From an optimization exercise on the open Yosys and OpenROAD flow, aimed at small area, a short achievable clock period and few clock cycles; shortcuts taken in it are not production practice. In this exercise RTL edits were held to simulation tests only and were not proved equivalent to the original. Power and IR drop assume default switching activity.

<file path="flow/design.v">
module lz77_encoder (
    input  wire       clk,
    input  wire       rst,           
    input  wire       wr_en,
    input  wire [5:0] wr_addr,
    input  wire [7:0] wr_data,
    input  wire       start,
    input  wire [6:0] len,           
    input  wire [6:0] window,        
    output wire       ready,
    output wire       tok_valid,
    output wire [5:0] tok_offset,
    output wire [5:0] tok_length,
    output wire       tok_has_lit,
    output wire [7:0] tok_literal,
    output wire       done
);
    reg  [511:0] ring;       
    reg  [5:0]   rot;        
    reg          p_valid;
    reg  [5:0]   p_addr;
    reg  [7:0]   p_data;
    reg          ready_r;
    reg          busy;       
    reg          align;      
    reg  [6:0]   n;          
    reg  [6:0]   w;          
    reg  [6:0]   k;          
    reg  [5:0]   run;        
    reg  [6:0]   wm;         
    reg  [63:1]  alive;      
    reg  [63:1]  eq;         
    reg          run_lt_w;   
    reg          k_lt_n;     
    reg          k_last;     
    reg          o_valid;
    reg  [5:0]   o_offset;
    reg  [5:0]   o_length;
    reg          o_has_lit;
    reg  [7:0]   o_literal;
    reg          o_done;
    wire [7:0] slot0 = ring[7:0];
    wire [7:0] slot1 = ring[15:8];
    wire acc_w   = wr_en && ready_r;
    wire direct  = acc_w && (wr_addr == rot);
    wire p_drain = p_valid && (p_addr == rot);
    wire acc_s   = start && ready_r;
    wire first_i = acc_s && (len != 7'd0) && (rot == 6'd0);   
    wire first_a = align && (rot == 6'd0);                    
    wire        proc = busy && !align;
    wire [63:1] hit  = alive & eq;
    wire        ext  = (|hit) && run_lt_w && k_lt_n;
    wire        fin  = proc && !ext && k_last;      
    wire [63:1] win;
    genvar g;
    generate
        for (g = 1; g < 64; g = g + 1) begin : g_win
            assign win[g] = (wm >= g);
        end
    endgenerate
    reg  [5:0] best;
    integer q;
    always @(*) begin
        best = 6'd0;
        for (q = 1; q < 64; q = q + 1)
            if (alive[q]) best = q[5:0];
    end
    wire [63:1] eq_nxt;
    assign eq_nxt[1] = (slot0 == slot1);
    generate
        for (g = 2; g < 64; g = g + 1) begin : g_cmp
            assign eq_nxt[g] = (ring[8*(65-g) +: 8] == slot1);
        end
    endgenerate
    wire [7:0] ring_in = direct ? wr_data : (p_drain ? p_data : slot0);
    always @(posedge clk) begin
        ring <= {ring_in, ring[511:8]};
        eq <= eq_nxt;
        if (acc_w) begin
            p_addr <= wr_addr;
            p_data <= wr_data;
        end
    end
    wire busy_nxt = busy ? !(fin || (first_a && n == 7'd1))
                         : (acc_s && len != 7'd0 && !(first_i && len == 7'd1));
    wire p_nxt    = (acc_w && !direct) || (p_valid && !p_drain);
    always @(posedge clk) begin
        if (rst) begin
            busy    <= 1'b0;
            align   <= 1'b0;
            p_valid <= 1'b0;
            ready_r <= 1'b1;
            rot     <= 6'd0;
            o_valid <= 1'b0;
            o_done  <= 1'b0;
        end else begin
            busy    <= busy_nxt;
            p_valid <= p_nxt;
            ready_r <= !busy_nxt && !p_nxt;
            if (!busy_nxt && (busy || acc_s))
                rot <= 6'd63;
            else
                rot <= rot + 6'd1;
            if (!busy) begin
                align   <= acc_s && !first_i;
                o_valid <= first_i;
                o_done  <= acc_s && (len == 7'd0 || (first_i && len == 7'd1));
            end else if (align) begin
                align   <= !first_a;
                o_valid <= first_a;
                o_done  <= first_a && n == 7'd1;
            end else begin
                o_valid <= !ext;
                o_done  <= fin;
            end
        end
    end
    wire [6:0] wsel  = busy ? w : window;
    wire [6:0] nsel  = busy ? n : len;
    always @(posedge clk) begin
        if (!busy) begin
            n <= len;
            w <= window;
        end
        if (!proc) begin
            o_offset  <= 6'd0;
            o_length  <= 6'd0;
            o_has_lit <= 1'b1;
            o_literal <= slot0;
            k         <= 7'd1;
            run       <= 6'd0;
            alive     <= {62'd0, (wsel != 7'd0)};
            wm        <= (wsel > 7'd1) ? 7'd2 : wsel;
            run_lt_w  <= (wsel != 7'd0);
            k_lt_n    <= (nsel > 7'd1);
            k_last    <= (nsel <= 7'd2);
        end else begin
            k         <= k + 7'd1;
            k_lt_n    <= (k + 7'd1 < n);
            k_last    <= (k + 7'd2 >= n);
            wm        <= (wm < w) ? wm + 7'd1 : wm;
            o_length  <= run;
            o_offset  <= (run == 6'd0) ? 6'd0 : best;
            o_has_lit <= k_lt_n;
            o_literal <= slot0;
            if (ext) begin
                alive    <= hit;
                run      <= run + 6'd1;
                run_lt_w <= ({1'b0, run} + 7'd1 < w);
            end else begin
                alive    <= win;
                run      <= 6'd0;
                run_lt_w <= (w != 7'd0);
            end
        end
    end
    assign ready       = ready_r;
    assign tok_valid   = o_valid;
    assign tok_offset  = o_offset;
    assign tok_length  = o_length;
    assign tok_has_lit = o_has_lit;
    assign tok_literal = o_literal;
    assign done        = o_done;
endmodule
</file>
<file path="flow/run.sh">
#!/bin/bash
# synth_recipe.tcl (not shown) runs the flow's synth.tcl, then flattens the netlist and writes it again
# the make line also repeats each setting of config.mk as NAME=value (left out here)
make -C /OpenROAD-flow-scripts/flow DESIGN_CONFIG=/design/flow/config.mk WORK_HOME=/design/flow/orfs CLKGATE_MAP_FILE= SYNTH_SCRIPT=/design/flow/synth_recipe.tcl finish
</file>
<file path="flow/config.mk">
export PLATFORM = sky130hd
export DESIGN_NAME = lz77_encoder
export DESIGN_NICKNAME = lz77_encoder
export VERILOG_FILES = /design/flow/design.v
export SDC_FILE = /design/flow/constraint.sdc
export NUM_CORES = 4
export LEC_CHECK = 0
export CAP_MARGIN = 20
export CORE_MARGIN = 2
export CORE_UTILIZATION = 40
export PLACE_DENSITY = 0.6
export SLEW_MARGIN = 20
</file>
<file path="flow/constraint.sdc">
create_clock -name core_clock -period 10.0 [get_ports {clk}]
set_input_delay 2.0000 -clock core_clock [delete_from_list [all_inputs] [get_ports {clk}]]
set_output_delay 2.0000 -clock core_clock [all_outputs]
set_load 0.01 [all_outputs]
</file>
==> impl_results.md, run 1 <==
- Critical path startpoint category: register
- Fillers: approximately 5,600
- Worst EP arrival: roughly 1600 ps
- Post-synthesis cell count: ~2,300
- Net Sw Power: about 2.2 mW
- RSZ-0062 raised after global routing: no
- Final core occ: a little under half
- Seq/Total Area, Yosys: around three fifths
- Combinational Power Share: between 10% and 20%
- CTS tree: done
- Setup bufs post-CTS: 0
- Area growth syn-to-layout: 14.7%
- Synthesis Warnings: 1
- Netlist cell types: 57
- Clock Latency Late Sink: 630 ps
- CP required: ~8000 ps
- VDD IR-drop max: between 0.2 and 0.25 mV
- Synth Area in Adders: under 10%
- # DRC: 0
- Slew @ Worst Pin: slightly below 1000 ps
- Simple-Gate Fraction of Synth Area: between 10% and 20%
- Core ar.: about 0.06 mm²
- Clock Pin Slew Worst Setup and Hold Paths: ~60 ps
- Main combinational cell family by area after synthesis: XOR/XNOR gates
- Crit path max fanout: 4
- Max stage delay on crit path: 560 ps
- Pleak: slightly above 10 nW
- DR WL/cell: about 18 µm
- Post-CTS sizing: 0
- Clk buf depth: 3
- Vias: roughly 16,000
- Critical path endpoint category: output pin
- Largest net degree at the start of global routing: between 60 and 70
- Post-synthesis mux area share: 0.899%
- First-pass GRT wire length: roughly 90 mm
- I/O pin count: 56
- Max-slew violations: 0
- Status: timing/DRC/antenna clean
- Worst hold path class: reg2reg
- # clock sinks: 722
- Rows: 91
- Internal: 5.08 mW
- Post-Synth XOR/XNOR Area: 18.8%
- Hold-fix buffers at CTS: 0
- Setup CP Type: reg2out
- Post-DRT Antenna Nets: 0
- Synth Register Bits: 722
- CP max stage cell: clkdlybuf4s50_1
- Crit-path cells: clkdlybuf4s50_1
- Sw Share: between 30% and 40%
- Buffers plus inverters on the worst setup path: 1
- Cell Pwr Density: roughly 250 mW/mm²
- Grt total ovfl: 0
- Ys async rst share: 0%
- TritonCTS Buffers: between 70 and 80
- # port buffers: between 50 and 60
- Mapped Nets: 2,326
- Vias in the first global route: 16,400
- Nets: 2,362
- Max transition margin: a little over a third
- Root buffer cell: clkbuf_16
- Fin crit period: around 3600 ps
- Layout cells sized above 1: 6.89%
- Final GP Congestion: between 0.9 and 1
- Post-synthesis average cell area: around 11 µm²
- Starting density of the core: between 40% and 50%
- FMAX: roughly 0.28 GHz
- Die height: 254 µm
- Final WL: 56.9 mm
- Setup TNS: 0 ps
- Post-DP HPWL: ~39 mm
- H-tree level count: 3
- Die Area: roughly 0.065 mm²
- 1st-iter DRT viols: 1,010
- Share of power burned in registers: around 43%
- Main flop type after synthesis: dfxtp_1
- Post-Syn Area: approximately 0.025 mm²
- Post-synth EDFFs: 21
- Die W: between 200 and 300 µm
- Complex-gate fraction of the synthesized area: under 10%
- Period utilization: between 30 and 40%
- Max Cap Violations: 0
- Pre-antenna DRT Iters: 6
- Vias/cell: 4.98
- Delay-heaviest family, CP: buffers and inverters
- Final setup fails: 0
- Initial antenna violation count: 0
- GR Util All Layers: roughly 18%
- Clock network fraction of total power: between 30% and 40%
- Setup Skew: ~20 ps
- Final Hold Fails: 0
- Ant diodes: 0
## cells in the final DEF, fill, tap and decap left out, drive strengths merged, types with 12 or more instances in the layout
master         count
dfxtp            701
xor2              18
xnor2            519
buf               15
o21ai             44
inv               49
nand4            147
clkinv            15
a31oi             14
o311a             24
nor4              23
clkdlybuf4s50     55
clkbuf           110
nand3             46
edfxtp            21
a21o              12
a21oi             69
a211oi            43
and2              12
nor2             130
mux2              12
ha                35
nor3              15
nand2            113
## state kept, by name, summed over array words and instances, names as in the netlist, 6 cells and up
signal     cells
o_offset       6
alive         63
run            6
o_literal      8
wm             7
k              7
o_length       6
ring         512
p_addr         6
rot            6
p_data         8
n              7
eq            63
w              7
## area by class of cell
type | instances | area (µm²) | area share (%)
timing repair buffer | 70 | 663 | 2.31
tap | 837 | 1050 | 3.64
clock buffer | 110 | 2150 | 7.47
inverter | 42 | 158 | 0.548
clock inverter | 24 | 230 | 0.801
multi-input combinational | 1384 | 9800 | 34.1
sequential | 722 | 14700 | 51.1
## synth_stat cells, drive strengths merged (10+ instances only)
cell type	n	area (µm²)
a211oi	43	323
a21o	12	90.1
a21oi	69	345
a221oi	10	87.6
a31oi	14	87.6
and2	12	75.1
and3	11	68.8
buf	36	173
clkbuf	75	282
dfxtp	701	14000
edfxtp	21	631
ha	35	438
inv	42	158
mux2	12	135
nand2	113	424
nand3	46	230
nand4	147	926
nor2	130	495
nor3	15	75.1
nor4	23	150
o21ai	44	220
o311a	24	240
xnor2	519	4550
xor2	18	158
## routing by layer
metal / track usage [%] / share of wire, %
met2: 29.1 / 47
met5: 0 / 0
met3: 3.23 / 5.0
met4: 7.63 / 3.2
met1: 23.1 / 45
## through the flow
| step | instances | setup WS, ps | cell area, µm² | hold WS, ps | power [mW] |
|---|---|---|---|---|---|
| floorplan | 2259 | 6650 | 25100 | 329 | 4.24 |
| global placement | 3055 | 5770 | 26400 | 344 | 4.63 |
| detailed placement | 3055 | 5630 | 26400 | 350 | 4.64 |
| CTS | 3189 | 6280 | 28700 | 344 | 7.33 |
| global route | 3189 | 6380 | 28700 | 342 | 7.61 |
| finish | 3189 | 6440 | 28700 | 348 | 7.29 |
## worst paths after layout
kind	cells after the start	slack (ps)	end	from
worst max-delay path	1	6440	ready	ready_r
worst min-delay path	0	350	ring[471]	ring[479]
worst max register to register	7	7010	alive[22]	alive[43]
worst min register to register	0	350	ring[471]	ring[479]
## logic make-up (layout without fill, tap and decap cells)
kind of cell,count (synthesis),after routing
adder cells (fa/ha/maj),35,35
AO/OA/AOI/OAI,263,263
buffers and inverters,153,246
multiplexers,21,21
AND/OR/NAND/NOR,528,528
XOR/XNOR,537,537
flip-flops,722,722
## power by group through the flow
stage / combinational [mW] / clock, mW / sequential, mW
finish: 1.45 / 2.68 / 3.16
global route: 1.57 / 2.87 / 3.18
CTS: 1.43 / 2.74 / 3.16
detailed placement: 1.42 / 0 / 3.22
global placement: 1.41 / 0 / 3.22
floorplan: 1.08 / 0 / 3.16
Testbench counts, summed over its fixed seeds: cycles 31,866.
==> inputs of run 2 (changes only) <==
==> flow/flow/run.sh (new file) <==
#!/bin/bash
set -euo pipefail
export SETUP_SLACK_MARGIN=7.5
bash standard.sh > standard.log 2>&1
==> flow/standard.sh (new file) <==
#!/bin/bash
# synth_recipe.tcl (not shown) runs the flow's synth.tcl, then flattens the netlist and writes it again
# the make line also repeats each setting of config.mk as NAME=value (left out here)
make -C /OpenROAD-flow-scripts/flow DESIGN_CONFIG=/design/flow/config.mk WORK_HOME=/design/flow/orfs CLKGATE_MAP_FILE= SYNTH_SCRIPT=/design/flow/synth_recipe.tcl "${@:-finish}"
removed: flow/run.sh
==> impl_results.md, run 2 <==
- Reg2reg setup slack: 7540 ps
- # clock sinks: between 700 and 800
- Die Area: between 0.06 and 0.07 mm²
- Die W: 254 µm
- Max stage delay on crit path: 350 ps
- Vias/cell: ~5.0
- Crit-path cells: buf_6
- FMAX: ~0.33 GHz
- Synthesis Warnings: 1
- Area growth syn-to-layout: 16.9%
- Post-DRT Antenna Nets: 0
- Max transition margin: 48.6%
- Grt met2 use: between 20 and 30%
- Max Cap Violations: 0
- Cells on worst reg2reg path: 7
- Final WL: between 50 and 60 mm
- First-pass GRT wire length: 91.9 mm
- Max reg flops: between 500 and 600
- Largest net degree at the start of global routing: 63
- Top Usage Layer GRT: met2
- Mapped Nets: approximately 2,300
- Die height: 254 µm
- Netlist cell types: 57
- Delay-heaviest family, CP: flip-flops
- Top-count cell post-synth: dfxtp_1
- Post-synth EDFFs: 21
- Ant diodes: 0
- 1st-iter DRT viols: between 1,000 and 1,500
- Clk buf depth: 3
- Largest reg by FF count: ring
- Grt total ovfl: 0
- Buffers plus inverters on the worst setup path: 1
- Pleak: approximately 11 nW
- Setup CP Type: reg2out
- Routing usage on met3: around 3.7%
- Post-DP HPWL: ~39 mm
- Post-synthesis average cell area: between 10 and 15 µm²
- Worst Hold Path Cells: 0
- Post-Syn Area: ~0.025 mm²
- CTS tree: done
- Worst Hold Endpoint: ring[361]
- H-tree level count: 3
- Reg2Reg Capture Point: alive[13]
- RSZ-0062 raised after global routing: yes
- Final GP Congestion: approximately 0.97
- VDD IR-drop max: ~0.25 mV
- Largest regs: ring (512), alive (63), eq (63)
- Worst EP arrival: between 1000 and 1500 ps
- # port buffers: 55
- Clock Pin Slew Worst Setup and Hold Paths: approximately 60 ps
- Layout cells sized above 1: between 10% and 20%
- CP max stage cell: dfxtp_4
- Crit path max fanout: 2
- Period utilization: a little under a third
- Core ar.: 0.0618 mm²
- # DRC: 0
- Synth Register Bits: 722
- Main flop type after synthesis: dfxtp_1
- Fin crit period: around 3100 ps
- Status: timing/DRC/antenna clean
- Critical path startpoint category: register
- Top cell type's share of synthesized area: 56.0%
- Setup Skew: approximately 15 ps
- Vias: between 15,000 and 20,000
- I/O pin count: 56
- Post-synthesis cell count: approximately 2,300
- Commonest cells after routing, fill and taps aside: dfxtp_1, xnor2_1, nand4_1
- Setup TNS: 0 ps
- Final setup fails: 0
- Met1 Use GR: between 20% and 30%
- TritonCTS Buffers: 73
- Starting density of the core: between 40% and 50%
- FF-to-FF Start: alive[61]
- Vias in the first global route: between 15,000 and 20,000
- Hold Path Origin: ring[369]
- Seq/Total Area, Yosys: 58.5%
- Nets: between 2,000 and 2,500
- Root buffer cell: clkbuf_16
- DR WL/cell: roughly 18 µm
- Slew @ Worst Pin: approximately 770 ps
- Worst hold path class: reg2reg
- Critical path endpoint category: output pin
- Max-slew violations: 0
- Clock Latency Late Sink: 610 ps
- Cell types occupying the most area after synthesis: dfxtp_1, xnor2_1, nand4_1, edfxtp_1, nor2_1
- Cell taking the most area after synthesis: dfxtp_1
- Cell Pwr Density: roughly 260 mW/mm²
- Pre-antenna DRT Iters: 6
- Initial antenna violation count: 0
- Rows: between 90 and 100
- Ys async rst share: 0%
- CP required: around 8000 ps
- Total power: between 7 and 8 mW
- Leading cell type in the layout, fill and taps excluded: dfxtp_1
- Final Hold Fails: 0
- Crit path depth: 1
- GR Util All Layers: a little under a fifth
- Hold-fix buffers at CTS: 0
- Commonest cells in the netlist: dfxtp_1, xnor2_1, nand4_1
run 2: changes by cell type in the layout (fill, tap and decap cells not counted), sizes merged, moves of 4 or more:
cell / previous run / this run
clkbuf: 110 / 102
buf: 15 / 72
clkinvlp: 1 / 5
bufinv: 1 / 7
dlygate4sd2: 0 / 7
clkdlybuf4s50: 55 / 12
run 2: cell type report:
type,count,area (µm²)
multi-input combinational,1384,10100
tap,837,1050
fill,5584,32500
timing repair buffer,92,811
inverter,42,165
clock buffer,102,2130
sequential,722,14700
clock inverter,30,375
run 2: worst max path at each step:
stage	from	end
CTS	ready_r	ready
detailed placement	window[2]	wm[1]
global placement	wr_addr[4]	ring[508]
floorplan	window[2]	wm[1]
finish	ready_r	ready
global route	ready_r	ready
run 2: per-layer routing:
metal,up-vias,part of all wire [%],routed length (µm)
met1,7682,45,26000
met3,79,5.7,3260
met4,0,2.7,1550
li1,7816,-,-
met2,425,46,26600
met5,-,0,0
run 2: through the flow:
step / instance area, µm² / std cells / utilization, % / worst slack (ps) / hold WS (ps)
after floorplan: 25200 / 2259 / - / 6700 / 329
after global placement: 26500 / 3056 / 42.8 / 6210 / 342
after detailed placement: 26500 / 3056 / 42.8 / 6120 / 349
after CTS: 29100 / 3201 / 47.0 / 6900 / 343
after global routing: 29300 / 3209 / 47.4 / 6910 / 356
final: 29300 / 3209 / 47.4 / 6940 / 353
run 2: cell families after synthesis:
kind of cell	share of synthesized area (%)
AOI/OAI and AO/OA	7.05
xor gates and xnor gates	18.8
adders and majority gates	1.75
buffers and inverters	2.44
DFF	58.5
muxes	0.899
and+or+nand+nor	10.6
run 2: report_power, final:
part	leakage, nW	switching (mW)	internal, mW
logic	3.54	1.01	0.558
registers	5.90	0.132	3.02
clock network	1.24	1.12	1.68
run 2: what timing repair did:
item	CTS	global route
pin swaps	13	16
resized for setup	183	48
buffers inserted	12	8
gates cloned	1	0
endpoints found under the setup margin	128	81
==> inputs of run 3 (changes only) <==
--- a/flow/design.v
+++ b/flow/design.v
@@ -23,16 +23,13 @@
     reg          ready_r;
     reg          busy;       
     reg          align;      
-    reg  [6:0]   n;          
     reg  [6:0]   w;          
-    reg  [6:0]   k;          
+    reg  [6:0]   rem;        
     reg  [5:0]   run;        
     reg  [6:0]   wm;         
-    reg  [63:1]  alive;      
-    reg  [63:1]  eq;         
+    reg  [63:1]  hit;        
+    reg  [5:0]   best;       
     reg          run_lt_w;   
-    reg          k_lt_n;     
-    reg          k_last;     
     reg          o_valid;
     reg  [5:0]   o_offset;
     reg  [5:0]   o_length;
@@ -47,10 +44,11 @@
     wire acc_s   = start && ready_r;
     wire first_i = acc_s && (len != 7'd0) && (rot == 6'd0);   
     wire first_a = align && (rot == 6'd0);                    
-    wire        proc = busy && !align;
-    wire [63:1] hit  = alive & eq;
-    wire        ext  = (|hit) && run_lt_w && k_lt_n;
-    wire        fin  = proc && !ext && k_last;      
+    wire proc   = busy && !align;
+    wire k_lt_n = (rem != 7'd0);
+    wire k_last = (rem[6:1] == 6'd0);           
+    wire ext    = (|hit) && run_lt_w && k_lt_n;
+    wire fin    = proc && !ext && k_last;       
     wire [63:1] win;
     genvar g;
     generate
@@ -58,12 +56,12 @@
             assign win[g] = (wm >= g);
         end
     endgenerate
-    reg  [5:0] best;
+    reg  [5:0] hit_max;
     integer q;
     always @(*) begin
-        best = 6'd0;
+        hit_max = 6'd0;
         for (q = 1; q < 64; q = q + 1)
-            if (alive[q]) best = q[5:0];
+            if (hit[q]) hit_max = q[5:0];
     end
     wire [63:1] eq_nxt;
     assign eq_nxt[1] = (slot0 == slot1);
@@ -75,13 +73,12 @@
     wire [7:0] ring_in = direct ? wr_data : (p_drain ? p_data : slot0);
     always @(posedge clk) begin
         ring <= {ring_in, ring[511:8]};
-        eq <= eq_nxt;
         if (acc_w) begin
             p_addr <= wr_addr;
             p_data <= wr_data;
         end
     end
-    wire busy_nxt = busy ? !(fin || (first_a && n == 7'd1))
+    wire busy_nxt = busy ? !(fin || (first_a && rem == 7'd1))
                          : (acc_s && len != 7'd0 && !(first_i && len == 7'd1));
     wire p_nxt    = (acc_w && !direct) || (p_valid && !p_drain);
     always @(posedge clk) begin
@@ -108,47 +105,46 @@
             end else if (align) begin
                 align   <= !first_a;
                 o_valid <= first_a;
-                o_done  <= first_a && n == 7'd1;
+                o_done  <= first_a && rem == 7'd1;
             end else begin
                 o_valid <= !ext;
                 o_done  <= fin;
             end
         end
     end
-    wire [6:0] wsel  = busy ? w : window;
-    wire [6:0] nsel  = busy ? n : len;
+    wire [6:0] wsel = busy ? w : window;
     always @(posedge clk) begin
         if (!busy) begin
-            n <= len;
-            w <= window;
+            w   <= window;
+            rem <= len - {6'd0, (rot == 6'd0)};
         end
         if (!proc) begin
             o_offset  <= 6'd0;
             o_length  <= 6'd0;
             o_has_lit <= 1'b1;
             o_literal <= slot0;
-            k         <= 7'd1;
+            if (first_a)
+                rem <= rem - 7'd1;
             run       <= 6'd0;
-            alive     <= {62'd0, (wsel != 7'd0)};
+            hit       <= {62'd0, (wsel != 7'd0)} & eq_nxt;
+            best      <= 6'd1;
             wm        <= (wsel > 7'd1) ? 7'd2 : wsel;
             run_lt_w  <= (wsel != 7'd0);
-            k_lt_n    <= (nsel > 7'd1);
-            k_last    <= (nsel <= 7'd2);
         end else begin
-            k         <= k + 7'd1;
-            k_lt_n    <= (k + 7'd1 < n);
-            k_last    <= (k + 7'd2 >= n);
+            rem       <= rem - 7'd1;
             wm        <= (wm < w) ? wm + 7'd1 : wm;
             o_length  <= run;
             o_offset  <= (run == 6'd0) ? 6'd0 : best;
             o_has_lit <= k_lt_n;
             o_literal <= slot0;
             if (ext) begin
-                alive    <= hit;
+                hit      <= hit & eq_nxt;
+                best     <= hit_max;
                 run      <= run + 6'd1;
                 run_lt_w <= ({1'b0, run} + 7'd1 < w);
             end else begin
-                alive    <= win;
+                hit      <= win & eq_nxt;
+                best     <= (wm[6]) ? 6'd63 : wm[5:0];
                 run      <= 6'd0;
                 run_lt_w <= (w != 7'd0);
             end
--- a/flow/config.mk
+++ b/flow/config.mk
@@ -8,5 +8,7 @@
 export CAP_MARGIN = 20
 export CORE_MARGIN = 2
 export CORE_UTILIZATION = 40
+export CTS_CLUSTER_DIAMETER = 60
+export CTS_CLUSTER_SIZE = 25
 export PLACE_DENSITY = 0.6
 export SLEW_MARGIN = 20
==> impl_results.md, run 3 <==
- Status: timing/DRC/antenna clean
- Period utilization: a little under a third
- Buffers plus inverters on the worst setup path: 1
- Pre-antenna DRT Iters: 5
- Pleak: 12.5 nW
- Layout cells sized above 1: between 10 and 15%
- Final WL: between 50 and 60 mm
- Synthesis Warnings: 1
- Worst EP arrival: about 1100 ps
- Vias: 15,100
- Grt met2 use: between 20% and 30%
- # clock sinks: 656
- Post-synthesis cell count: 2,083
- Routing usage on met3: 3.33%
- Post-Place Cells: 2,812
- VDD IR-drop max: 0.111 mV
- Die Area: 0.0602 mm²
- Cell taking the most area after synthesis: dfxtp_1
- Post-synthesis average cell area: ~11 µm²
- Fin crit period: slightly above 3000 ps
- Max stage delay on crit path: between 300 and 400 ps
- CP max stage cell: dfxtp_4
- Cells on worst reg2reg path: 8
- Netlist cell types: 62
- Clk buf depth: 3
- Finished Cell Area: 0.0272 mm²
- Root buffer cell: clkbuf_16
- Setup Skew: about 28 ps
- Critical path startpoint category: register
- Top cell type's share of synthesized area: 54.0%
- RSZ-0062 raised after global routing: yes
- Max Cap Violations: 0
- DR WL/cell: roughly 19 µm
- Vias in the first global route: about 15,000
- Cell Pwr Density: approximately 190 mW/mm²
- Die height: 245 µm
- Final GP Congestion: just under 0.9
- Synth Register Bits: about 660
- Top-count cell post-synth: dfxtp_1
- H-tree level count: 2
- Initial antenna violation count: 1
- Fillers: between 5,000 and 6,000
- Setup CP Type: reg2out
- Multi-input combinational cell area: 0.00989 mm²
- Main flop type after synthesis: dfxtp_1
- Ys async rst share: 0%
- GR Util All Layers: between 10% and 20%
- Cell types occupying the most area after synthesis: dfxtp_1, xor2_1, xnor2_1, edfxtp_1, nor4_1
- Final Non-Filler Cells: approximately 2,900
- Setup TNS: 0 ps
- Commonest cells after routing, fill and taps aside: dfxtp_1, xor2_1, xnor2_1
- Final Hold Fails: 0
- Max-slew violations: 0
- Met1 Use GR: roughly 24%
- Largest net degree at the start of global routing: 66
- Clock Latency Late Sink: about 590 ps
- Final setup fails: 0
- Largest regs: ring (512), hit (63)
- Die W: 245 µm
- Starting density of the core: 40.4%
- Seq/Total Area, Yosys: between 50% and 60%
- Ant diodes: 0
- Reg2reg setup slack: approximately 7400 ps
- Max transition margin: 48.4%
- Hold Path Origin: ring[334]
- Delay-heaviest family, CP: flip-flops
- # DRC: 0
- Crit path max fanout: 2
- First-pass GRT wire length: approximately 85 mm
- TritonCTS Buffers: 39
- Post-DP HPWL: roughly 34 mm
- Post-DP Area: 0.0247 mm²
- Post-DRT Antenna Nets: 0
- 1st-iter DRT viols: about 1,100
- Hold slack: 349 ps
- Total power: roughly 5.2 mW
- # port buffers: 55
- Worst hold path class: reg2reg
- CP required: about 8000 ps
- Clock Pin Slew Worst Setup and Hold Paths: approximately 100 ps
- Worst Hold Endpoint: ring[326]
- I/O pin count: 56
- Max reg flops: roughly 500
- Nets: roughly 2,200
- Register area: 0.0135 mm²
- Mapped Nets: between 2,000 and 2,500
- Largest reg by FF count: ring
- Commonest cells in the netlist: dfxtp_1, xor2_1, xnor2_1
- Post-Syn Area: between 0.02 and 0.025 mm²
- Leading cell type in the layout, fill and taps excluded: dfxtp_1
- Post-synth EDFFs: 28
- Hold-fix buffers at CTS: 0
- Critical path endpoint category: output pin
- Crit-path cells: buf_6
- Slew @ Worst Pin: roughly 770 ps
- FF-to-FF Start: hit[62]
- Vias/cell: just over 5
- FMAX: 0.328 GHz
- Top Usage Layer GRT: met2
- Rows: approximately 90
- Grt total ovfl: 0
- CTS tree: done
- Reg2Reg Capture Point: rot[4]
- Area growth syn-to-layout: 16.7%
- Worst Hold Path Cells: 0
- Core ar.: roughly 0.058 mm²
## run 3: metrics by stage
stage,utilization [%],setup WS (ps)
after CTS,45.9,6920
after global routing,47.2,6920
final,47.2,6950
after floorplan,-,6930
after global placement,42.8,6290
after detailed placement,42.8,6220
## run 3: worst max-delay path by stage
stage | cells past startpoint | from | endpoint | slack [ps]
2_1_floorplan | 4 | window[6] | wm[1] | 6930
3_3_place_gp | 7 | len[3] | rot[3] | 6290
3_5_place_dp | 9 | rem[1] | hit[31] | 6220
4_1_cts | 1 | ready_r | ready | 6920
5_1_grt | 1 | ready_r | ready | 6920
6_report | 1 | ready_r | ready | 6950
## run 3: repair_timing
item	in CTS	in global routing
cloned	3	7
pin swaps	27	47
setup buffers	25	26
gates resized for setup	220	93
hold endpoints to repair	0	0
endpoints found under the setup margin	146	130
## run 3: kinds of logic (layout without fill, tap and decap cells)
logic type,count (synthesis),after routing,share of synthesized area [%]
flops,656,656,57.6
xor+xnor,538,538,20.2
simple gates,511,511,11.7
compound gates,198,198,6.02
buf+inv,139,232,2.40
fa+ha+maj,23,23,1.24
mux,18,18,0.800
## run 3: area by class of cell
type                            count  area share, %
Clock buffer                       49           4.00
Clock inverter                     19           1.01
Inverter                           33          0.525
Multi-Input combinational cell   1288           36.4
Sequential cell                   656           49.6
Tap cell                          765           3.52
Timing Repair Buffer              131           5.03
## run 3: metal layers
| layer | share of wire (%) | up-vias | routed length (µm) |
|---|---|---|---|
| li1 | - | 7232 | - |
| met1 | 46 | 7302 | 25600 |
| met2 | 45 | 412 | 25100 |
| met3 | 5.4 | 133 | 2970 |
| met4 | 3.3 | 2 | 1840 |
| met5 | 0.020 | - | 11 |
## run 3: where the power goes
group	switching [mW]	internal [mW]
combinational	0.372	0.299
sequential	0.0634	2.68
clock	0.942	0.874
total	1.38	3.86
Testbench counts of run 3, summed over its fixed seeds: cycles 31,866.
==> inputs of run 4 (changes only) <==
==> flow/flow/run.sh (replaced) <==
#!/bin/bash
set -euo pipefail
export SETUP_SLACK_MARGIN=7.0
bash standard.sh > standard.log 2>&1
==> impl_results.md, run 4 <==
- Status: timing/DRC/antenna clean
- Largest regs: ring (512), hit (63)
- Net Sw Power: approximately 1.3 mW
- 1st-iter DRT viols: 860
- Synthesis Warnings: 1
- I/O pin count: 56
- Crit-path cells: buf_6
- Buffers plus inverters on the worst setup path: 1
- Clock Pin Slew Worst Setup and Hold Paths: about 90 ps
- Largest reg by FF count: ring
- Combinational Power Share: 9.3%
- Worst Hold Path Cells: 0
- Max Cap Violations: 0
- Commonest cells in the netlist: dfxtp_1, xor2_1, xnor2_1
- Max reg flops: 512
- Pre-antenna DRT Iters: 6
- Commonest cells after routing, fill and taps aside: dfxtp_1, xor2_1, xnor2_1
- Starting density of the core: between 40% and 50%
- First-pass GRT wire length: around 82 mm
- GR Util All Layers: between 10% and 20%
- Area growth syn-to-layout: 12.0%
- RSZ-0062 raised after global routing: yes
- VDD IR-drop max: 0.134 mV
- Cell types occupying the most area after synthesis: dfxtp_1, xor2_1, xnor2_1, edfxtp_1, nor4_1
- Critical path endpoint category: output pin
- Ant diodes: 0
- Fin crit period: between 3000 and 4000 ps
- Worst Setup SP: ready_r
- Vias/cell: about 5.0
- Clock network fraction of total power: 36.1%
- Share of power burned in registers: a little over half
- Vias in the first global route: 14,700
- H-tree level count: 2
- End of the critical path: ready
- Reg2reg setup slack: roughly 7200 ps
- DR WL/cell: ~18 µm
- Critical path startpoint category: register
- CTS tree: done
- Worst EP arrival: roughly 1000 ps
- CP required: roughly 8000 ps
- FF-to-FF Start: hit[32]
- Synth Register Bits: about 660
- Sw Share: about 26%
- FMAX: between 0.3 and 0.4 GHz
- Final GP Congestion: 0.879
- Fillers: around 5,200
- Period utilization: approximately 30%
- Seq/Total Area, Yosys: a little under three fifths
- Worst hold path class: reg2reg
- Post-DP HPWL: between 30 and 40 mm
- Hold-fix buffers at CTS: 0
- Top cell type's share of synthesized area: between 50% and 60%
- Post-synthesis cell count: between 2,000 and 2,500
- Clock Latency Late Sink: 580 ps
- # clock sinks: about 660
- Crit path max fanout: 2
- Finished Cell Area: around 0.026 mm²
- Initial antenna violation count: 0
- Max stage delay on crit path: 330 ps
- Root buffer cell: clkbuf_16
- Delay-heaviest family, CP: flip-flops
- Mapped Nets: about 2,100
- Netlist cell types: 62
- Reg2Reg Capture Point: hit[31]
- Cell taking the most area after synthesis: dfxtp_1
- Die Area: between 0.06 and 0.07 mm²
- Leading cell type in the layout, fill and taps excluded: dfxtp_1
- Final setup fails: 0
- Nets: 2,150
- Top-count cell post-synth: dfxtp_1
- Final Hold Fails: 0
- Post-Syn Area: 0.0233 mm²
- Grt total ovfl: 0
- Layout cells sized above 1: about 8.3%
- Die height: between 200 and 250 µm
- Post-synth EDFFs: 28
- Vias: 14,400
- Setup Skew: 24.0 ps
- Core ar.: 0.0576 mm²
- CP max stage cell: dfxtp_2
- Internal: 3.73 mW
- Max transition margin: between 40% and 50%
- Post-DRT Antenna Nets: 0
- Max-slew violations: 0
- Largest net degree at the start of global routing: 95
- Rows: 88
- Slew @ Worst Pin: approximately 870 ps
- Post-DP Area: between 0.02 and 0.025 mm²
- Pleak: 12.1 nW
- TritonCTS Buffers: 40
- Die W: around 250 µm
- Setup TNS: 0 ps
- Final WL: roughly 52 mm
- Ys async rst share: 0%
- Crit path depth: 1
- Cells on worst reg2reg path: 7
- Main flop type after synthesis: dfxtp_1
- # port buffers: 55
- Cell Pwr Density: around 190 mW/mm²
- Setup CP Type: reg2out
- Post-synthesis average cell area: 11.2 µm²
- # DRC: 0
- Clk buf depth: 3
## run 4: cell counts after synthesis
No cell type changed its count.
## run 4: area by class of cell
cell class / instances / area (µm²) / share of cell area (%)
Clock buffer: 49 / 1110 / 4.24
Clock inverter: 20 / 283 / 1.08
Inverter: 33 / 128 / 0.489
Multi-Input combinational cell: 1288 / 9440 / 36.2
Sequential cell: 656 / 13500 / 51.6
Tap cell: 765 / 957 / 3.67
Timing Repair Buffer: 76 / 729 / 2.80
## run 4: power by group through the flow
stage | Sequential, mW | Clock (mW) | Combinational (mW)
floorplan | 2.78 | 0 | 0.319
CTS | 2.74 | 1.86 | 0.445
global route | 2.76 | 1.95 | 0.512
finish | 2.75 | 1.81 | 0.468
global placement | 2.80 | 0 | 0.433
detailed placement | 2.81 | 0 | 0.438
## run 4: per-stage QoR
| step | power, mW | hold WS (ps) | setup slack, ps | instances | util, % |
|---|---|---|---|---|---|
| global placement | 3.24 | 346 | 6310 | 2812 | 42.7 |
| floorplan | 3.10 | 326 | 6930 | 2083 | - |
| CTS | 5.05 | 346 | 6930 | 2884 | 45.0 |
| detailed placement | 3.24 | 347 | 6230 | 2812 | 42.7 |
| finish | 5.03 | 347 | 6980 | 2887 | 45.3 |
| global route | 5.22 | 346 | 6930 | 2887 | 45.3 |
## run 4: worst min-delay path by stage
stage | startpoint | endpoint
floorplan | ring[11] | ring[3]
global placement | ring[17] | ring[9]
detailed placement | ring[19] | ring[11]
CTS | ring[214] | ring[206]
global route | ring[214] | ring[206]
finish | ring[214] | ring[206]
## run 4: logic make-up after synthesis
kind of cell / share of synthesized area [%]
xor+xnor: 20.2
simple gates: 11.7
buf+inv: 2.40
flops: 57.6
compound gates: 6.02
mux: 0.800
fa+ha+maj: 1.24
## run 4: metal layers
| layer | routed length (µm) | vias up | GRT usage, % |
|---|---|---|---|
| met5 | 0 | - | 0 |
| met4 | 1450 | 0 | 5.40 |
| met3 | 2340 | 88 | 2.64 |
| met2 | 23300 | 293 | 27.6 |
| met1 | 24800 | 6928 | 23.6 |
| li1 | - | 7116 | - |
## run 4: timing repair
| action | 4_1_cts | 5_1_grt |
|---|---|---|
| resized for setup | 119 | 24 |
| cloned | 0 | 2 |
| buffers inserted | 3 | 1 |
| endpoints found under the setup margin | 105 | 76 |
| hold endpoints to repair | 0 | 0 |
| pin swaps | 4 | 8 |
==> inputs of run 5 (changes only) <==
--- a/flow/design.v
+++ b/flow/design.v
@@ -45,17 +45,20 @@
     wire first_i = acc_s && (len != 7'd0) && (rot == 6'd0);   
     wire first_a = align && (rot == 6'd0);                    
     wire proc   = busy && !align;
+    wire [6:0] wsel = busy ? w : window;
     wire k_lt_n = (rem != 7'd0);
     wire k_last = (rem[6:1] == 6'd0);           
     wire ext    = (|hit) && run_lt_w && k_lt_n;
     wire fin    = proc && !ext && k_last;       
     wire [63:1] win;
     genvar g;
+    assign win[1] = proc ? (wm != 7'd0) : (wsel != 7'd0);
     generate
-        for (g = 1; g < 64; g = g + 1) begin : g_win
-            assign win[g] = (wm >= g);
+        for (g = 2; g < 64; g = g + 1) begin : g_win
+            assign win[g] = proc && (wm >= g);
         end
     endgenerate
+    wire [63:1] cand = (proc && ext) ? hit : win;
     reg  [5:0] hit_max;
     integer q;
     always @(*) begin
@@ -112,8 +115,8 @@
             end
         end
     end
-    wire [6:0] wsel = busy ? w : window;
     always @(posedge clk) begin
+        hit <= cand & eq_nxt;
         if (!busy) begin
             w   <= window;
             rem <= len - {6'd0, (rot == 6'd0)};
@@ -126,25 +129,22 @@
             if (first_a)
                 rem <= rem - 7'd1;
             run       <= 6'd0;
-            hit       <= {62'd0, (wsel != 7'd0)} & eq_nxt;
-            best      <= 6'd1;
+            best      <= 6'd0;
             wm        <= (wsel > 7'd1) ? 7'd2 : wsel;
             run_lt_w  <= (wsel != 7'd0);
         end else begin
             rem       <= rem - 7'd1;
             wm        <= (wm < w) ? wm + 7'd1 : wm;
             o_length  <= run;
-            o_offset  <= (run == 6'd0) ? 6'd0 : best;
+            o_offset  <= best;
             o_has_lit <= k_lt_n;
             o_literal <= slot0;
             if (ext) begin
-                hit      <= hit & eq_nxt;
                 best     <= hit_max;
                 run      <= run + 6'd1;
                 run_lt_w <= ({1'b0, run} + 7'd1 < w);
             end else begin
-                hit      <= win & eq_nxt;
-                best     <= (wm[6]) ? 6'd63 : wm[5:0];
+                best     <= 6'd0;
                 run      <= 6'd0;
                 run_lt_w <= (w != 7'd0);
             end
==> impl_results.md, run 5 <==
- Cells on worst reg2reg path: 8
- Die height: ~240 µm
- Leading cell type in the layout, fill and taps excluded: dfxtp_1
- Hold Path Origin: ring[280]
- End of the critical path: ready
- Vias: about 14,000
- Max-slew violations: 0
- Final WL: 50.9 mm
- # DRC: 0
- Buffers plus inverters on the worst setup path: 1
- Ys async rst share: 0%
- Main flop type after synthesis: dfxtp_1
- Post-DRT Antenna Nets: 0
- Die Area: between 0.05 and 0.06 mm²
- Worst hold path class: reg2reg
- Finished Cell Area: ~0.026 mm²
- Worst EP arrival: 1050 ps
- Top cell type's share of synthesized area: between 50 and 60%
- H-tree level count: 2
- VDD IR-drop max: around 0.13 mV
- CP max stage cell: dfxtp_2
- Setup Skew: about 25 ps
- Mapped Nets: 2,104
- Clk buf depth: 3
- Worst Setup SP: ready_r
- CP required: around 8000 ps
- Post-synth EDFFs: 28
- Reg2Reg Capture Point: hit[43]
- Setup TNS: 0 ps
- Status: timing/DRC/antenna clean
- Critical path endpoint category: output pin
- Critical path startpoint category: register
- Commonest cells in the netlist: dfxtp_1, xor2_1, xnor2_1
- Period utilization: a little under a third
- Reg2reg setup slack: ~7200 ps
- Pleak: roughly 12 nW
- Fin crit period: between 3000 and 4000 ps
- Vias/cell: 4.99
- CTS tree: done
- Post-synthesis average cell area: about 11 µm²
- Crit path depth: 1
- Post-DP Area: 0.0244 mm²
- Layout cells sized above 1: around 8.6%
- Post-DP HPWL: between 30 and 40 mm
- # port buffers: between 50 and 60
- Synthesis Warnings: 1
- Max reg flops: just over 500
- Cell types occupying the most area after synthesis: dfxtp_1, xor2_1, xnor2_1, edfxtp_1, nand4_1
- Clock Latency Late Sink: a little under 600 ps
- Largest regs: ring (512), hit (63)
- Final Non-Filler Cells: between 2,000 and 3,000
- Final Hold Fails: 0
- Max transition margin: ~33%
- Max Cap Violations: 0
- GR Util All Layers: 17.2%
- Crit path max fanout: 2
- FF-to-FF Start: wm[0]
- Commonest cells after routing, fill and taps aside: dfxtp_1, xor2_1, xnor2_1
- Seq/Total Area, Yosys: roughly 58%
- Initial antenna violation count: 0
- Nets: 2,124
- Max stage delay on crit path: roughly 360 ps
- Setup CP Type: reg2out
- Fillers: ~5,400
- Vias in the first global route: around 14,000
- Largest net degree at the start of global routing: 85
- First-pass GRT wire length: roughly 82 mm
- Ant diodes: 0
- Total power: just over 5 mW
- RSZ-0062 raised after global routing: yes
- Area growth syn-to-layout: 12.2%
- Die W: 245 µm
- # clock sinks: 656
- 1st-iter DRT viols: 779
- Root buffer cell: clkbuf_16
- Post-Syn Area: 0.0232 mm²
- Slew @ Worst Pin: 1000 ps
- Post-Place Cells: between 2,000 and 3,000
- Core ar.: between 0.05 and 0.06 mm²
- Cell Pwr Density: about 200 mW/mm²
- Crit-path cells: buf_6
- Post-synthesis cell count: around 2,000
- Synth Register Bits: ~660
- Largest reg by FF count: ring
- Final setup fails: 0
- FMAX: approximately 0.33 GHz
- Clock Pin Slew Worst Setup and Hold Paths: roughly 90 ps
- DR WL/cell: roughly 18 µm
- Cell taking the most area after synthesis: dfxtp_1
- TritonCTS Buffers: 40
- Netlist cell types: 64
- Final GP Congestion: between 0.8 and 0.9
- Grt total ovfl: 0
- I/O pin count: 56
- Delay-heaviest family, CP: flip-flops
- Pre-antenna DRT Iters: 6
- Top-count cell post-synth: dfxtp_1
- Multi-input combinational cell area: between 0.009 and 0.01 mm²
- Register area: about 0.013 mm²
- Rows: 88
- Starting density of the core: approximately 40%
-- run 5: cell count changes after synthesis, moves of 5 or more --
cell / previous run / this run
a2111oi_1: 0 / 5
and2_1: 13 / 18
and3_1: 8 / 1
buf_1: 19 / 25
buf_2: 8 / 19
clkbuf_1: 74 / 52
nand4_1: 72 / 80
nor2_1: 104 / 99
nor3_1: 88 / 70
nor4_1: 89 / 74
xnor2_1: 123 / 172
xor2_1: 415 / 367
-- run 5: where the power goes --
| group | internal [mW] | total, mW | leakage, nW | switching [mW] |
|---|---|---|---|---|
| Clock | 0.870 | 1.81 | 0.668 | 0.936 |
| Sequential | 2.69 | 2.75 | 5.37 | 0.0608 |
| Combinational | 0.192 | 0.510 | 5.60 | 0.318 |
| Total | 3.75 | 5.07 | 11.6 | 1.32 |
-- run 5: timing repair --
item                                    CTS  global route
hold buffers                              0             0
resized for setup                       113            33
buffers inserted                          4             3
endpoints found under the setup margin   95            70
pin swaps                                 5            10
-- run 5: area by class of cell --
cell class              count  area share, %
flip-flops and latches    656           51.8
multi-input cells        1255           35.9
clock buffers              49           4.19
well taps                 765           3.69
repair buffers             79           2.78
clock inverters            23           1.11
inverters                  37          0.549
-- run 5: through the flow --
step           util (%)  hold WS (ps)  setup WS [ps]
2_1_floorplan         -           326           6940
3_3_place_gp       42.5           343           6310
3_5_place_dp       42.5           344           6270
4_1_cts            44.9           357           6910
5_1_grt            45.2           358           6910
6_report           45.2           352           6950
-- run 5: cell families (layout without fill, tap and decap cells) --
logic type                 count (synthesis)  in the layout  synth area share (%)
DFF                                      656            656                  57.9
xor gates and xnor gates                 539            539                  20.4
and+or+nand+nor                          475            475                  11.0
AOI/OAI and AO/OA                        200            200                  6.17
buffers and inverters                    138            188                  2.45
adders and majority gates                 23             23                  1.24
muxes                                     18             18                 0.816
-- run 5: how the worst min path moves through the flow --
stage                      to  cells after the start
detailed placement   ring[10]                      0
global placement     ring[13]                      0
floorplan             ring[4]                      0
CTS                 ring[272]                      0
finish              ring[272]                      0
global route        ring[121]                      0
-- run 5: metal layers --
layer  global-route usage [%]  wire (µm)
met2                     27.7      23300
met4                     5.00       1150
met5                        0          0
met3                     2.86       2060
met1                     23.6      24400
Testbench counts of run 5, summed over its fixed seeds: cycles 31,866.

-- re-timing with driven ports --
In the flow no input, the clock included, has a driving cell. The finished layouts below were timed again as built, in two steps.
Step 1, drivers: a clkbuf_16 drives clk and a buf_2 each remaining input, both assumed.
Step 2 moves the port delays by t, midway between the first and last clock arrival at a register: inputs arrive t later, outputs are due t later. That takes back most of the time a late clock gives input paths.
Slacks: ideal ports / drivers / drivers and shift; pairs: ideal ports / drivers.
run	shift t [ns]	slack for setup (ns)	latest minus earliest clock arrival (ns)	worst slew at a driven data input, ns
run 1	0.685	6.436 / 6.376 / 5.953	0.021 / 0.021	0.06
run 2	0.659	6.936 / 6.879 / 6.451	0.017 / 0.017	0.05
run 3	0.638	6.948 / 6.887 / 6.574	0.027 / 0.028	0.05
run 4	0.629	6.978 / 6.918 / 6.484	0.025 / 0.026	0.05
run 5	0.636	6.955 / 6.895 / 6.450	0.025 / 0.024	0.05
After both steps every run listed still meets setup and hold. The setup slack of run 5, which loses most, moves by -0.060 ns with the drivers and by -0.505 ns with both steps.
